From an optimization exercise on the open Yosys and OpenROAD flow, aimed at small area; shortcuts taken in it are not production practice.
Function was checked by simulation only, so behaviour that the tests miss may differ from the original.
Power is estimated from default activity; no workload was simulated.

Design tbacc, start of the top module:
module tbacc (
    input  wire         clk,
    input  wire         rst,
    input  wire         cmd_valid,
    output wire         cmd_ready,
    input  wire [7:0]   cmd_op,
    input  wire [63:0]  cmd_a,
    input  wire [63:0]  cmd_b,
    output wire         rsp_valid,
    output wire [7:0]   rsp_status,
    output wire [63:0]  rsp_data,
    output wire         mem_req,
    output wire         mem_wide,
    output wire [31:0]  mem_addr,
    input  wire         mem_ack,
    input  wire [63:0]  mem_rdata,
    input  wire         mem_err,
    output wire [63:0]  value_o,
    output wire [15:0]  status_o
);
Size: roughly 1400 cells after synthesis.
==> flow/config.mk <==
export PLATFORM = sky130hd
export DESIGN_NAME = tbacc
export DESIGN_NICKNAME = tbacc
export VERILOG_FILES = /design/flow/design.v
export SDC_FILE = /design/flow/constraint.sdc
export NUM_CORES = 4
export LEC_CHECK = 0
export ABC_AREA = 1
export CAP_MARGIN = 20
export CORE_MARGIN = 2
export CORE_UTILIZATION = 40
export PLACE_DENSITY = 0.6
export SLEW_MARGIN = 20
==> flow/constraint.sdc <==
create_clock -name core_clock -period 12.5 [get_ports {clk}]
set_input_delay 2.5000 -clock core_clock [delete_from_list [all_inputs] [get_ports {clk}]]
set_output_delay 2.5000 -clock core_clock [all_outputs]
set_load 0.01 [all_outputs]
standard.sh (not shown) runs the stock make flow with config.mk's settings and CLKGATE_MAP_FILE= SYNTH_SCRIPT=/design/flow/synth_recipe.tcl, a recipe that flattens the netlist after the stock synthesis.
==> flow/flow/run.sh <==
#!/bin/bash
# Standard ORFS layout, with three changes that only affect area:
#  - the combinational logic of the standard synthesis is re-mapped for area
#    (flow/remap.tcl; flip-flops, their cells and names are kept),
#  - ports get the smallest buffer (buf_1),
#  - the clock tree uses clkbuf_4 without dummy loads.
set -euo pipefail
export BUFFER_PORTS_ARGS="-buffer_cell sky130_fd_sc_hd__buf_1"
export CTS_ARGS="-sink_clustering_enable -repair_clock_nets -dont_use_dummy_load -buf_list sky130_fd_sc_hd__clkbuf_4 -sink_clustering_size 8 -sink_clustering_max_diameter 60"
RES="$PWD/orfs/results/$FLOW_PLATFORM/tbacc/base"
bash standard.sh synth > synth.log 2>&1
cp "$RES/1_2_yosys.v" 1_2_yosys.standard.v
REMAP_LIB="$FLOW_HOME/platforms/$FLOW_PLATFORM/lib/sky130_fd_sc_hd__tt_025C_1v80.lib" \
REMAP_ABC="$PWD/flow/area.abc" REMAP_NET="$RES/1_2_yosys.v" yosys -c flow/remap.tcl > remap.log 2>&1
rm -f "$RES/1_synth.odb"
bash standard.sh > standard.log 2>&1
==> flow/flow/area.abc <==
strash
&get -n
&deepsyn -T 90
&put
dch
amap -A 10 -F 2
topo
==> flow/flow/remap.tcl <==
# Re-map the combinational logic of the standard synthesis for area.
# The flip-flops (their cells and instance names) are kept as they are.
set lib $::env(REMAP_LIB)
set net $::env(REMAP_NET)
yosys read_verilog $net
yosys read_liberty -ignore_miss_func $lib
yosys hierarchy -top tbacc
set ffs [list]
foreach c [split [string trim [exec grep -o {sky130_fd_sc_hd__[a-z0-9_]*} $net | sort -u]] "\n"] {
  if {[regexp {__(df|edf|sdf|dl)} $c]} { lappend ffs $c }
}
yosys setattr -mod -set blackbox 1 {*}$ffs
yosys flatten
yosys rename -hide w:*.*
yosys opt_clean
yosys opt -full
yosys abc -script $::env(REMAP_ABC) -liberty $lib -dont_use *lpflow* -dont_use *probe*
yosys opt_clean -purge
yosys hilomap -singleton -hicell sky130_fd_sc_hd__conb_1 HI -locell sky130_fd_sc_hd__conb_1 LO
yosys insbuf -buf sky130_fd_sc_hd__buf_1 A X
yosys splitnets
yosys opt_clean -purge
yosys read_liberty -lib $lib
yosys tee -o remap_stat.txt stat -liberty $lib
yosys check -assert -mapped
yosys write_verilog -noattr -nohex -nodec $net
Then changed:
--- a/flow/design.v
+++ b/flow/design.v
@@ -50,21 +50,20 @@
     reg [2:0]  q;           
     reg [1:0]  rnd;         
     reg        fin;         
     reg        bytes;       
     reg        wide;        
     reg [2:0]  cr;          
     reg [3:0]  nr;          
     reg        c0, c2;      
-    reg        cv;          
     reg        cc;          
     reg        snz;         
     reg        bi;          
-    reg [1:0]  h0, h2;      
+    reg [1:0]  hx;          
     reg [1:0]  h3a, h3b, h3c;
     reg        h3d;         
     wire at31 = (ph == 5'd31);
     wire at15 = (t4 == 4'd15);
     wire op_init  = (cmd_op == 8'h01);
     wire op_c8    = (cmd_op == 8'h10);
     wire op_c16   = (cmd_op == 8'h11);
     wire op_c32   = (cmd_op == 8'h12);
@@ -98,41 +97,41 @@
     wire [4:0] kk = rH ? (ph + 5'd15) : ph;     
     wire [3:0] csum = {1'b0, cr} + nr;
     wire       ov = csum[3];
     wire [2:0] c2n = csum[2:0];
     wire [1:0] mdig = (mfin | (kk[4:2] < cr)) ? ve : we;
     reg  [1:0] vnew;
     reg        cv_n;
     always @(*) begin
-        cv_n = cv;
+        cv_n = cc;
         if (st == S_VCLR) begin
             vnew = 2'b00;
         end else if (mfin) begin
             vnew = {1'b0, (kk == 5'd0)};
         end else if (kk < 5'd28) begin
             if ((kk[4:2] < cr) && !ov)
                 vnew = ve;
             else if (kk[4:2] < c2n)
                 vnew = we;
             else
                 vnew = 2'b00;
         end else begin
             {cv_n, vnew} = {1'b0, ve}
                          + {1'b0, (kk == 5'd28) ? nr[1:0] : (kk == 5'd29) ? nr[3:2] : 2'b00}
-                         + {2'b00, (kk == 5'd28) ? 1'b0 : cv};
+                         + {2'b00, (kk == 5'd28) ? 1'b0 : cc};
         end
     end
     wire [1:0] ma = (rA & m_en) ? mdig : 2'b00;
-    wire [1:0] a0 = rB ? h0 : v0[1:0];
+    wire [1:0] a0 = rB ? hx : v0[1:0];
     wire [1:0] b0 = rB ? v1[63:62] : v3[22:21];
     wire       c0i = ((q0 & (ph == 5'd1)) | (q2 & (ph == 5'd17))) ? 1'b0 : c0;
     wire [2:0] s0 = {1'b0, a0} + {1'b0, b0} + {2'b00, c0i};
     wire [1:0] ffd = (ffin & (ph < 5'd4)) ? 2'b11 : 2'b00;
-    wire [1:0] a2 = rA ? (v2[1:0] ^ ffd) : h2;
+    wire [1:0] a2 = rA ? (v2[1:0] ^ ffd) : hx;
     wire [1:0] b2 = rA ? (v3[1:0] ^ ma) : v1[50:49];
     wire       c2i = ((q0 & ph0) | (q2 & (ph == 5'd1))) ? 1'b0 : c2;
     wire [2:0] s2 = {1'b0, a2} + {1'b0, b2} + {2'b00, c2i};
     wire init_b = (st == S_PREP) & op_init;      
     wire init_a = (st == S_VCLR);                
     wire [1:0] k0d = K0[{ph, 1'b0} +: 2];
     wire [1:0] k1d = K1[{ph, 1'b0} +: 2];
     wire [1:0] k2d = K2[{ph, 1'b0} +: 2];
@@ -149,34 +148,32 @@
                       rA ? (v3[1:0] ^ ma) :
                       rD ? ({h3c[0], h3d} ^ v2[10:9]) :
                       rH ? (v3[1:0] ^ v0[1:0]) : v3[1:0];
     always @(posedge clk) begin
         v0 <= {v0in, v0[63:2]};
         v1 <= {v1in, v1[63:2]};
         v2 <= {v2in, v2[63:2]};
         v3 <= {v3in, v3[63:2]};
-        h0 <= v0[1:0];
-        h2 <= v2[1:0];
+        hx <= q[1] ? v2[1:0] : v0[1:0];
         h3a <= v3[1:0];
         h3b <= h3a;
         h3c <= h3b;
         h3d <= h3c[1];
         c0 <= s0[2];
         c2 <= s2[2];
     end
     wire val_rot  = (in_round & m_en & (rA | rH)) | (st == S_VPASS) | (st == S_VCLR);
     wire val_wr   = (in_round & rH) | (st == S_VPASS) | (st == S_VCLR);
     wire [1:0] vin = val_wr ? vnew : ve;
     always @(posedge clk) begin
         if (rst)
             val <= 64'd1;
         else if (val_rot)
             val <= {vin, val[63:2]};
-        if (val_rot) cv <= cv_n;
     end
     wire w_lda = (st == S_PREP) & at31 & (f == 2'd0) &
                  (op_init | (!is_fin & (op_comb | op_bytes)));
     wire w_ld  = (st == S_RDREQ) & mem_ack & !mem_err;
     wire w_ldw = w_ld & wide;
     wire [4:0] wtgt_app = {3'd0 - cr, 2'b00};
     wire w_rot = (st == S_PREP) | (st == S_VCLR) | ((st == S_CINC) & bi) |
                  (in_round & m_en & !mfin & (rA | rH)) |
@@ -201,17 +198,19 @@
     wire [2:0] rsub = {1'b0, rem[1:0]} - {1'b0, gd} - {2'b00, cci};
     wire [2:0] rsum = {1'b0, we} + {1'b0, rem[1:0]} + {2'b00, cci};
     wire rem_wr = ((st == S_PREP) & !ph[4]) | (st == S_RSUB) |
                   ((st == S_GSEL) & (k16 == 4'd0) & !g_done);
     wire [1:0] rin  = (st == S_PREP) ? sb : rsub[1:0];
     always @(posedge clk) begin
         if (cur_rot) cur <= {cin, cur[31:2]};
         rem <= {rem_wr ? rin : rem[1:0], rem[31:2]};
-        if (st == S_CINC) begin
+        if (val_rot) begin
+            cc  <= cv_n;
+        end else if (st == S_CINC) begin
             cc  <= bi ? rsum[2] : cinc[2];
             snz <= (k16 == 4'd0) ? (rsum[1:0] != 2'b00) : (snz | (rsum[1:0] != 2'b00));
         end else if ((st == S_GSEL) | (st == S_RSUB)) begin
             cc <= rsub[2];
         end
     end
     wire [2:0] rlo   = rem[2:0];
     wire       rhinz = (rem[31:3] != 29'd0);
Routed wire length rose by 3.6%; count of clock-buffer cells in the layout shrinks by 1; sequential share of layout area hardly moves; combinational power goes up to 4.7 times its value; total power increases by 29%.

[port drivers added, routing unchanged]
In the flow no input, the clock included, has a driving cell. The finished layouts below were timed again as built, in two steps. Step 1 assumes that a clkbuf_16 drives the clock port and a buf_2 every other input. Step 2 also shifts input and output timing later by t, the mid clock arrival at the registers, as if the neighbouring blocks saw the same clock. Three values: no drivers, after step 1, after step 2; two values: the first two.
| run | t (ns) | setup slack, ns | cell pins on the clock port's net |
|---|---|---|---|
| the first run | 0.750 | 5.789 / 5.736 / 6.486 | 1 |
| the second run | 0.768 | 6.686 / 6.638 / 6.576 | 1 |
After both steps every run listed still meets setup and hold. For the second run, which loses most, drivers alone change the setup slack by -0.048 ns; drivers and shift together by -0.110 ns.
